Context: an optimization exercise on an open-source flow, tuned for small area. The choices shown serve that exercise and are no tape-out recipe.
Only simulation tests tie the RTL to the original design; equivalence was not proved.
The flow treats the clock pin as an ideal source, which a real chip does not have.
Power figures rest on the tool's default switching activity, not on a simulated workload.

==> 12-26 <==
// watchdog_timer_block
module watchdog_timer_block (
    input  wire        clk,
    input  wire        rst,
    input  wire        sel,
    input  wire        wr,
    input  wire [15:0] off,
    input  wire [15:0] wdata,
    input  wire        tick_fire,
    input  wire        no_reboot,
    input  wire        smi_en,
    output reg  [15:0] rdata,
    output reg         smi,
    output reg         nmi,
    output reg         wdt_reset,
    output reg         tick_req,
    output reg         tick_cancel
);
==> module watchdog_timer_block, before the edit <==
module watchdog_timer_block (
    input  wire        clk,
    input  wire        rst,
    input  wire        sel,
    input  wire        wr,
    input  wire [15:0] off,
    input  wire [15:0] wdata,
    input  wire        tick_fire,
    input  wire        no_reboot,
    input  wire        smi_en,
    output reg  [15:0] rdata,
    output reg         smi,
    output reg         nmi,
    output reg         wdt_reset,
    output reg         tick_req,
    output reg         tick_cancel
);
    reg [15:0] reload_counter;
    reg [7:0]  data_in;
    reg [7:0]  data_out;
    reg [15:0] status1;         
    reg [15:0] status2;         
    reg [15:0] control1;        
    reg [15:0] control2;
    reg [7:0]  message1;
    reg [7:0]  message2;
    reg [7:0]  watchdog_count;
    reg [7:0]  irq_select;
    reg [15:0] timer_value;
    reg        n;
    reg        tick_pending;
    reg        reset_latched;
    wire hi0 = ~|off[15:5];
    wire a_rld   = hi0 && off[4:0] == 5'h00;
    wire a_din   = hi0 && off[4:0] == 5'h02;
    wire a_dout  = hi0 && off[4:0] == 5'h03;
    wire a_sts1  = hi0 && off[4:0] == 5'h04;
    wire a_sts2  = hi0 && off[4:0] == 5'h06;
    wire a_cnt1  = hi0 && off[4:0] == 5'h08;
    wire a_cnt2  = hi0 && off[4:0] == 5'h0a;
    wire a_msg1  = hi0 && off[4:0] == 5'h0c;
    wire a_msg2  = hi0 && off[4:0] == 5'h0d;
    wire a_wdcnt = hi0 && off[4:0] == 5'h0e;
    wire a_swirq = hi0 && off[4:0] == 5'h10;
    wire a_tmr   = hi0 && off[4:0] == 5'h12;
    wire we = sel & wr & ~rst;
    wire w_rld   = we & a_rld;
    wire w_din   = we & a_din;
    wire w_dout  = we & a_dout;
    wire w_sts1  = we & a_sts1;
    wire w_cnt1  = we & a_cnt1;
    wire [15:0] wd  = wdata & {16{~rst}};
    wire [15:0] wd1 = wdata | {16{rst}};
    always @(*) begin
        rdata = ({16{a_rld}}   & reload_counter)
              | ({16{a_din}}   & {8'h00, data_in})
              | ({16{a_dout}}  & {8'h00, data_out})
              | ({16{a_sts1}}  & (status1 & 16'he87e))
              | ({16{a_sts2}}  & (status2 & 16'hfff8))
              | ({16{a_cnt1}}  & (control1 & 16'hfeff))
              | ({16{a_cnt2}}  & control2)
              | ({16{a_msg1}}  & {8'h00, message1})
              | ({16{a_msg2}}  & {8'h00, message2})
              | ({16{a_wdcnt}} & {8'h00, watchdog_count})
              | ({16{a_swirq}} & {8'h00, irq_select})
              | ({16{a_tmr}}   & timer_value);
    end
    wire t        = tick_fire & tick_pending;
    wire zero     = reload_counter[9:0] == 10'h001;    
    wire timeout  = t & zero;
    wire second   = timeout & n;
    wire ev_wdt   = second & ~no_reboot;
    wire ev_int   = timeout & ~ev_wdt;                  
    wire rl_after = reset_latched | ev_wdt;
    wire tp_after = tick_pending & ~ev_wdt;
    wire tv_gt1    = |timer_value[15:1];
    wire arm_old   = ~control1[11] & tv_gt1;
    wire arm_new   = ~wdata[11] & tv_gt1;
    wire arm_rld   = w_rld & arm_old;
    wire arm_cnt1  = w_cnt1 & arm_new;
    wire disarm    = w_cnt1 & ~arm_new;
    wire arm       = arm_rld | arm_cnt1;
    wire tp_nx     = disarm ? 1'b0 : (arm ? (tp_after | ~rl_after) : tp_after);
    wire [15:0] cnt_dec = reload_counter - {15'd0, t};
    wire ld_w  = rst | (w_rld & ~arm_old);
    wire ld_tv = arm | ev_int;
    always @(posedge clk) begin
        if (rst | (we & a_din))   data_in        <= wd[7:0];
        if (rst | (we & a_dout))  data_out       <= wd[7:0];
        if (rst | (we & a_sts2))  status2        <= wd & 16'hfff8;
        if (rst | (we & a_cnt2))  control2       <= {wd[15:4], wd1[3], wd[2:0]};
        if (rst | (we & a_msg1))  message1       <= wd[7:0];
        if (rst | (we & a_msg2))  message2       <= wd[7:0];
        if (rst | (we & a_wdcnt)) watchdog_count <= wd[7:0];
        if (rst | (we & a_swirq)) irq_select     <= {wd[7:2], wd1[1:0]};
        if (rst | (we & a_tmr))   timer_value    <= {wd[15:3], wd1[2], wd[1:0]};
        if (rst | w_cnt1) control1 <= {wd[15:13], wd[12] | control1[12] & ~rst, wd[11:9], 1'b0, wd[7:0]};
        if (rst | w_sts1) begin
            status1 <= wd & 16'he870;
        end else begin
            if (w_din | second)  status1[1] <= 1'b1;
            if (w_dout | second) status1[2] <= 1'b1;
            if (timeout)         status1[3] <= 1'b1;
        end
        if (ld_w)       reload_counter <= wd;
        else if (ld_tv) reload_counter <= timer_value;
        else            reload_counter <= cnt_dec;
        if (rst | w_rld | disarm) n <= 1'b0;
        else if (timeout)         n <= ~n;
        tick_pending  <= ~rst & tp_nx;
        reset_latched <= ~rst & rl_after;
        smi         <= ~rst & (w_din | ev_int & smi_en);
        nmi         <= ~rst & ev_int & ~smi_en;
        wdt_reset   <= ~rst & ev_wdt;
        tick_req    <= ~rst & tp_nx & (t | arm);
        tick_cancel <= ~rst & disarm & tp_after;
    end
endmodule
make LEC_CHECK=0 CAP_MARGIN=20 CORE_MARGIN=2 CORE_UTILIZATION=40 SLEW_MARGIN=20 finish   # period 8.0 ns
run.sh (not shown) runs the stock make flow with config.mk's settings and CLKGATE_MAP_FILE= SYNTH_SCRIPT=/design/flow/synth_recipe.tcl, a recipe that flattens the netlist after the stock synthesis.
==> 11-09: changes against 12-26 <==
--- a/flow/design.v
+++ b/flow/design.v
@@ -86,23 +86,36 @@
     wire ld_tv = arm | ev_int;
+    wire s_w = w_rld & ~arm_old;
+    wire s_t = ~rst & ~s_w & ld_tv;
+    wire s_d = ~rst & ~s_w & ~ld_tv;
+    function [7:0] ld8(input e, input h, input [7:0] d, input [7:0] q);
+        ld8 = ({8{e}} & d) | ({8{h}} & q);
+    endfunction
+    function [15:0] ld16(input e, input h, input [15:0] d, input [15:0] q);
+        ld16 = ({16{e}} & d) | ({16{h}} & q);
+    endfunction
+    wire e_din   = we & a_din;    wire h_din   = ~rst & ~e_din;
+    wire e_dout  = we & a_dout;   wire h_dout  = ~rst & ~e_dout;
+    wire e_sts2  = we & a_sts2;   wire h_sts2  = ~rst & ~e_sts2;
+    wire e_cnt2  = we & a_cnt2;   wire h_cnt2  = ~rst & ~e_cnt2;
+    wire e_msg1  = we & a_msg1;   wire h_msg1  = ~rst & ~e_msg1;
+    wire e_msg2  = we & a_msg2;   wire h_msg2  = ~rst & ~e_msg2;
+    wire e_wdcnt = we & a_wdcnt;  wire h_wdcnt = ~rst & ~e_wdcnt;
+    wire e_swirq = we & a_swirq;  wire h_swirq = ~rst & ~e_swirq;
+    wire e_tmr   = we & a_tmr;    wire h_tmr   = ~rst & ~e_tmr;
+    wire                          h_cnt1  = ~rst & ~w_cnt1;
+    wire                          h_sts1  = ~rst & ~w_sts1;
     always @(posedge clk) begin
-        if (rst | (we & a_din))   data_in        <= wd[7:0];
-        if (rst | (we & a_dout))  data_out       <= wd[7:0];
-        if (rst | (we & a_sts2))  status2        <= wd & 16'hfff8;
-        if (rst | (we & a_cnt2))  control2       <= {wd[15:4], wd1[3], wd[2:0]};
-        if (rst | (we & a_msg1))  message1       <= wd[7:0];
-        if (rst | (we & a_msg2))  message2       <= wd[7:0];
-        if (rst | (we & a_wdcnt)) watchdog_count <= wd[7:0];
-        if (rst | (we & a_swirq)) irq_select     <= {wd[7:2], wd1[1:0]};
-        if (rst | (we & a_tmr))   timer_value    <= {wd[15:3], wd1[2], wd[1:0]};
-        if (rst | w_cnt1) control1 <= {wd[15:13], wd[12] | control1[12] & ~rst, wd[11:9], 1'b0, wd[7:0]};
-        if (rst | w_sts1) begin
-            status1 <= wd & 16'he870;
-        end else begin
-            if (w_din | second)  status1[1] <= 1'b1;
-            if (w_dout | second) status1[2] <= 1'b1;
-            if (timeout)         status1[3] <= 1'b1;
-        end
-        if (ld_w)       reload_counter <= wd;
-        else if (ld_tv) reload_counter <= timer_value;
-        else            reload_counter <= cnt_dec;
+        data_in        <= ld8(e_din,   h_din,   wdata[7:0], data_in);
+        data_out       <= ld8(e_dout,  h_dout,  wdata[7:0], data_out);
+        status2        <= ld16(e_sts2, h_sts2,  wdata & 16'hfff8, status2);
+        control2       <= ld16(e_cnt2, h_cnt2,  wdata, control2) | {12'h000, rst, 3'b000};
+        message1       <= ld8(e_msg1,  h_msg1,  wdata[7:0], message1);
+        message2       <= ld8(e_msg2,  h_msg2,  wdata[7:0], message2);
+        watchdog_count <= ld8(e_wdcnt, h_wdcnt, wdata[7:0], watchdog_count);
+        irq_select     <= ld8(e_swirq, h_swirq, wdata[7:0], irq_select) | {6'h00, rst, rst};
+        timer_value    <= ld16(e_tmr,  h_tmr,   wdata, timer_value) | {13'h0000, rst, 2'b00};
+        control1       <= ld16(w_cnt1, h_cnt1,  {wdata[15:13], wdata[12] | control1[12], wdata[11:9], 1'b0, wdata[7:0]}, control1);
+        status1 <= ld16(w_sts1, h_sts1, wdata & 16'he870, status1)
+                 | {12'h000, timeout & h_sts1, (w_dout | second) & h_sts1, (w_din | second) & h_sts1, 1'b0};
+        reload_counter <= ({16{s_w}} & wdata) | ({16{s_t}} & timer_value) | ({16{s_d}} & cnt_dec);
         if (rst | w_rld | disarm) n <= 1'b0;
==> flow/flow/run.sh (new file) <==
#!/bin/bash
# Layout flow: the standard flow (standard.sh) with these changes:
#  - synthesis maps the logic with an area-oriented ABC script (flow/abc_area.script)
#    in place of ORFS's abc_speed.script; the rest of synthesis is unchanged, so the
#    registers are the standard synthesis's;
#  - port buffers use the smallest buffer cell (buf_1);
#  - CTS builds its tree from clkbuf_4 without dummy loads, then flow/post_cts.tcl
#    upsizes to clkbuf_8 the clock buffers whose clock pins would see a high slew.
set -euo pipefail
here=$PWD
rm -rf "$here/scripts_area"
cp -r "$FLOW_HOME/scripts" "$here/scripts_area"
cp "$here/flow/abc_area.script" "$here/scripts_area/abc_speed.script"
export BUFFER_PORTS_ARGS="-buffer_cell sky130_fd_sc_hd__buf_1"
export CTS_ARGS="-sink_clustering_enable -repair_clock_nets -dont_use_dummy_load -buf_list sky130_fd_sc_hd__clkbuf_4"
export POST_CTS_TCL="$here/flow/post_cts.tcl"
SCRIPTS_DIR="$here/scripts_area" bash standard.sh synth > "$here/synth.log" 2>&1
bash standard.sh > "$here/layout.log" 2>&1
==> flow/flow/abc_area.script (new file) <==
&get -n
&st
&dc2
&dch -f
&nf -a -R 1000 -p -F 10 -A 10
&st
&dch -f
&nf -a -R 1000 -p -F 10 -A 10
&put
==> flow/flow/post_cts.tcl (new file) <==
# After CTS: a clock buffer whose flip-flop clock pins see a slew over 105 ps
# (placement estimate) is upsized from clkbuf_4 to clkbuf_8.
estimate_parasitics -placement
set upsized 0
foreach inst [get_cells -hierarchical *] {
  if {[get_property $inst ref_name] ne "sky130_fd_sc_hd__clkbuf_4"} { continue }
  set out [get_pins -of_objects $inst -filter "direction == output"]
  set worst 0
  foreach p [get_pins -of_objects [get_nets -of_objects $out] -filter "direction == input"] {
    set s [get_property $p slew_max]
    if {$s > $worst} { set worst $s }
  }
  if {$worst > 0.105} {
    replace_cell $inst sky130_fd_sc_hd__clkbuf_8
    incr upsized
  }
}
puts "post_cts: upsized $upsized clock buffers"
detailed_placement
estimate_parasitics -placement
==> flow/standard.sh (new file) <==
#!/bin/bash
# synth_recipe.tcl (not shown) runs the flow's synth.tcl, then flattens the netlist and writes it again
# the make line also repeats each setting of config.mk as NAME=value (left out here)
make -C /OpenROAD-flow-scripts/flow DESIGN_CONFIG=/design/flow/config.mk WORK_HOME=/design/flow/orfs CLKGATE_MAP_FILE= SYNTH_SCRIPT=/design/flow/synth_recipe.tcl "${@:-finish}"
Settings changed: CAP_MARGIN 20 to 0, CORE_UTILIZATION 40 to 70, GPL_TIMING_DRIVEN set to 0, SLEW_MARGIN 20 to 0.
removed: flow/run.sh
==> run notes <==
|  | 11-09 | 12-26 |
|---|---|---|
| Run status | timing/DRC/antenna clean | timing/DRC/antenna clean |
| Worst relative slew slack | 0.07715 | 0.2476 |
| Non-clock buffer instance count of the final layout | 71 | 70 |
| Number of global-route vias before repair | 4745 | 4454 |
| Worst-path maximum fanout | 13 | 18 |
| Share of synthesized area spent on multiplexers | 0 | 0.01768 |
| Compound-gate portion of the synthesized area | 0.3193 | 0.1280 |
| Non-clock buffers, area share | 0.05620 | 0.08723 |
| Post-layout utilization of the core | 0.7990 | 0.5011 |
| Footprint of the multi-input gates | 2601 um2 | 2090 um2 |
| Length in cells of the worst reg-to-reg path | 8 | 4 |
| Clock-pin slew of the registers on the worst-case setup and hold paths | 0.07 ns | 0.06 ns |
| Routed via count divided by cell count | 7.255 | 5.882 |
| Placement Setup Slack | 2.051 ns | 1.382 ns |
| Area taken by flip-flops and latches | 2843 um2 | 3994 um2 |
| Mapped Nets | 554 | 538 |
| Met1 WL | 5961 um | 7599 um |
| Net load switching power | 0.0002483 W | 0.0003845 W |

## re-timing with driven ports
Ports are ideal in the flow. The routed layouts listed here were re-timed in OpenROAD.
Step 1 sets driving cells, clkbuf_16 on the clock port and buf_2 on the other inputs (assumed; they add their load-dependent delay and slew).
Step 2 also shifts input and output timing later by t, the mid clock arrival at the registers, as if the neighbouring blocks saw the same clock.
Slacks: ideal ports / drivers / drivers and shift; pairs: ideal ports / drivers.
run | shift t [ns] | setup slack, ns | worst hold slack (ns) | latest minus earliest clock arrival (ns)
12-26 | 0.469 | 1.293 / 1.267 / 1.267 | 0.470 / 0.470 / 0.470 | 0.011 / 0.010
11-09 | 0.431 | 1.937 / 1.915 / 1.915 | 0.447 / 0.447 / 0.447 | 0.035 / 0.035
After both steps setup and hold are still met in every run listed. For 12-26, which loses most, drivers alone change the setup slack by -0.026 ns; drivers and shift together by -0.026 ns.
